This design comes from an exercise in tuning for small area, a short achievable clock period and few clock cycles per item on the open sky130 flow, not from production work. Only simulation tests tie the RTL to the original design; equivalence was not proved.

==> branch amber: inputs <==
Design bme280_comp, start of the top module:
module bme280_comp (
    input  wire         clk,
    input  wire         rst,         
    input  wire         cal_load,    
    input  wire [207:0] cal1,        
    input  wire [55:0]  cal2,        
    input  wire         start,       
    input  wire [63:0]  raw,         
    output wire         ready,
    output reg          done,
    output reg          err,
    output wire [31:0]  temp,
    output wire [31:0]  t_fine,
    output wire [31:0]  press,
    output wire [31:0]  hum
);
clock: 18.0 ns
lec_check: 0
cap_margin: 20
core_margin: 2
core_utilization: 40
place_density: 0.6
slew_margin: 20
run.sh (not shown) runs the stock make flow with config.mk's settings and CLKGATE_MAP_FILE= SYNTH_SCRIPT=/design/flow/synth_recipe.tcl, a recipe that flattens the netlist after the stock synthesis.
==> branch delta: changes against branch amber <==
--- a/flow/design.v
+++ b/flow/design.v
@@ -53,11 +53,11 @@
     reg        dneg;
     reg [31:0] D3;        
     reg [30:0] REM;
     reg [31:0] V;
     reg [4:0]  cnt;
-    reg        divbusy, dsh, qneg, dz, needfix;
+    reg        divbusy, dfirst, qneg, dz, needfix;
     reg        sNar, sR14, sAS2, sAQ, sCR, sPW, mneg_r;
     reg         zq, painv;
     wire [63:0] PA = {{13{painv | (Q[63] & ~qneg)}}, Q[63:13] ^ {51{painv}}};
     wire pw_fit = (PA[63:23] == {41{PA[23]}});
     function [63:0] sx28; input [27:0] v; sx28 = {{36{v[27]}}, v}; endfunction
@@ -89,15 +89,16 @@
         if (st[I_DA])  mA = mA | {{8{R[63]}}, R[63:8]};
         if (st[I_DB])  mA = mA | {{20{P12[31]}}, P12, 12'd0};
         if (st[I_N])   mA = mA | R;
         if (st[I_PT])  mA = mA | PA;
         if (sAQ) mA = mA | Q;
+        if (st[I_PW1]) mA = mA | {S2[40:0], 23'd0};
+        if (st[I_PW2]) mA = mA | {S2[17:0], 46'd0};
         mC = 64'd0;
         if ((st[I_T3] & tfast) | st[I_T4]) mC = mC | {{27{s1c[22]}}, s1c, 14'd0};
         if (st[I_DA])  mC = mC | {1'b0, P1, 47'd0};
         if (sCR)       mC = mC | R;
-        if (st[I_PW1] | st[I_PW2]) mC = mC | {R[40:0], 23'd0};    
         if (st[I_Y2])  mC = mC | {{31{P5[15]}}, P5, 17'd0};
         if (st[I_M])   mC = mC | {{11{K[21]}}, K, 31'd0};
         if (st[I_H2])  mC = mC | {{30{RH[19]}}, RH, 14'd0};
         if (st[I_H5])  mC = mC | {{27{S2[63]}}, S2[63:42], 15'd0};
         if (st[I_H6])  mC = mC | {{27{H2[15]}}, H2, 21'd8192};
@@ -166,20 +167,20 @@
         if (nx[I_H6])  bn = bn | {{8{H2[15]}}, H2};
         if (nx[I_H7])  bn = bn | {{7{S2[16]}}, S2[16:0]};
         if (nx[I_H9])  bn = bn | {16'd0, H1};
         if (nx[I_PT])  bn = bn | {{8{P9[15]}}, P9};
         if (nx[I_PS])  bn = bn | {4'd0, P8[15] ? 4'b0111 : 4'b1000, P8};
-        if (nx[I_PW])  bn = bn | (pw_fit ? PA[23:0] : {{6{PA[63]}}, PA[63:46]});
+        if (nx[I_PW])  bn = bn | (pw_fit ? PA[23:0] : {1'b0, PA[22:0]});
         if (nx[I_PW1]) bn = bn | {1'b0, PA[45:23]};
-        if (nx[I_PW2]) bn = bn | {1'b0, PA[22:0]};
+        if (nx[I_PW2]) bn = bn | {{6{PA[63]}}, PA[63:46]};
     end
     reg  [30:0] rr;
     reg  [63:0] qq;
     reg  [32:0] r4, t1, t2, t3;
     integer k;
     always @(*) begin
-        if (dsh) begin
+        if (dfirst & dbig) begin
             rr = {3'd0, Q[63:36]};
             qq = {Q[35:0], 28'd0};
         end else begin
             rr = REM;
             qq = Q;
@@ -297,13 +298,13 @@
         BR <= nx[I_H8] ? {{7{mac[31]}}, mac[31:15]} : bn;    
         sNar <= nx[I_P12] | nx[I_T1] | nx[I_T2] | nx[I_T3] | nx[I_T4] | nx[I_Y1] |
                 nx[I_Y2] | nx[I_H2] | nx[I_H3] | nx[I_H4] | nx[I_H5] | nx[I_H6] |
                 nx[I_H7] | nx[I_H8] | nx[I_H9] | nx[I_H10];
         sR14 <= nx[I_T4] | nx[I_H7];
-        sAS2 <= nx[I_W] | nx[I_M] | nx[I_PW] | nx[I_PW1] | nx[I_PW2];
+        sAS2 <= nx[I_W] | nx[I_M] | nx[I_PW];
         sAQ  <= nx[I_PS] | nx[I_FIX];
-        sCR  <= nx[I_DB];
+        sCR  <= nx[I_DB] | nx[I_PW1] | nx[I_PW2];
         sPW  <= nx[I_PT] | nx[I_PW] | nx[I_PW1] | nx[I_PW2];
         mneg_r <= nx[I_M] | nx[I_H2] | nx[I_H10] | nx[I_FIX] | (nx[I_PS] & qneg);
         if (st[I_P12]) P12 <= mac[31:0];
         if (st[I_T1])  S1 <= mac;
         if (st[I_T3] | st[I_T4]) X <= mac[36:14];
@@ -355,11 +356,11 @@
                 divbusy <= ~dzero & ~mac[63];
                 needfix <= ~dzero & mac[63];
             end
             if (st[I_FIX]) divbusy <= 1'b1;
             if (divlast) divbusy <= 1'b0;
-            dsh <= (st[I_N] | st[I_FIX]) & dbig;    
+            dfirst <= st[I_N] | st[I_FIX];
             if ((st[I_PW] & pw_fit) | st[I_PW2]) begin
                 err  <= 1'b0;
                 done <= 1'b1;
             end
         end
==> flow/config.mk (replaced) <==
export PLATFORM = sky130hd
export DESIGN_NAME = bme280_comp
export DESIGN_NICKNAME = bme280_comp
export VERILOG_FILES = /design/flow/design.v
export SDC_FILE = /design/flow/constraint.sdc
export NUM_CORES = 4
export LEC_CHECK = 0
export ABC_AREA = 1
export CAP_MARGIN = 20
export CORE_MARGIN = 2
export CORE_UTILIZATION = 30
export PLACE_DENSITY = 0.5
export SLEW_MARGIN = 20
==> branch juniper: changes against branch amber <==
--- a/flow/config.mk
+++ b/flow/config.mk
@@ -5,8 +5,8 @@
 export SDC_FILE = /design/flow/constraint.sdc
 export NUM_CORES = 4
 export LEC_CHECK = 0
 export CAP_MARGIN = 20
 export CORE_MARGIN = 2
-export CORE_UTILIZATION = 40
-export PLACE_DENSITY = 0.6
+export CORE_UTILIZATION = 30
+export PLACE_DENSITY = 0.5
 export SLEW_MARGIN = 20
==> comparison table <==
Layout-stage area growth over the synthesis result: branch delta 14.68%; branch juniper 14.91%; branch amber 13.05%
Outcome: branch delta finished clean; branch juniper finished clean; branch amber finished clean
Highest-delay cell along the critical path: branch delta sky130_fd_sc_hd__fa_1; branch juniper sky130_fd_sc_hd__edfxtp_1; branch amber sky130_fd_sc_hd__nor2_2
Mapped Cells: branch delta 10.94k; branch juniper 8715; branch amber 8715
Highest clock rate: branch delta 84.68 MHz; branch juniper 87.44 MHz; branch amber 88.42 MHz
Number of multi-input combinational cells in the layout: branch delta 8071; branch juniper 6537; branch amber 6537
Total routed wirelength: branch delta 493500 µm; branch juniper 409700 µm; branch amber 389500 µm
Number of rows in the core area: branch delta 198; branch juniper 193; branch amber 167
R2R Path End: branch delta D[30]; branch juniper S2[60]; branch amber painv
Critical path depth in cells: branch delta 38; branch juniper 29; branch amber 30
Count of non-CTS buffers in the layout: branch delta 687; branch juniper 696; branch amber 688
Testbench counts of branch amber, summed over its fixed seeds: cycles 11,808, samples 512.
Testbench counts of branch delta, summed over its fixed seeds: cycles 11,808, samples 512.
Testbench counts of branch juniper, summed over its fixed seeds: cycles 11,808, samples 512.

## port drivers added, routing unchanged
No port has a modelled driver above. Below, the same layouts with a new extraction and two added sets of constraints.
Step 1: set_driving_cell puts a clkbuf_16 on clk and a buf_2 on each other input, an assumption about the parent block.
Step 2 adds t to the input delays and takes it off the output delays; t is the mean of the earliest and latest rising clock arrival at the registers after step 1. Input paths then give back, and output paths get back, about the clock's delay inside the block.
a / b / c = ideal / step 1 / step 2; a / b = the first two.
run	t, ns	setup WS [ns]	worst register clock-pin slew, ns	worst data-port slew with drivers (ns)
branch amber	0.780	6.690 / 6.690 / 6.690	0.07 / 0.07	0.10
branch delta	0.956	6.191 / 6.191 / 6.191	0.08 / 0.08	0.11
branch juniper	0.834	6.563 / 6.563 / 6.563	0.08 / 0.08	0.11
After both steps every run listed still meets setup and hold.
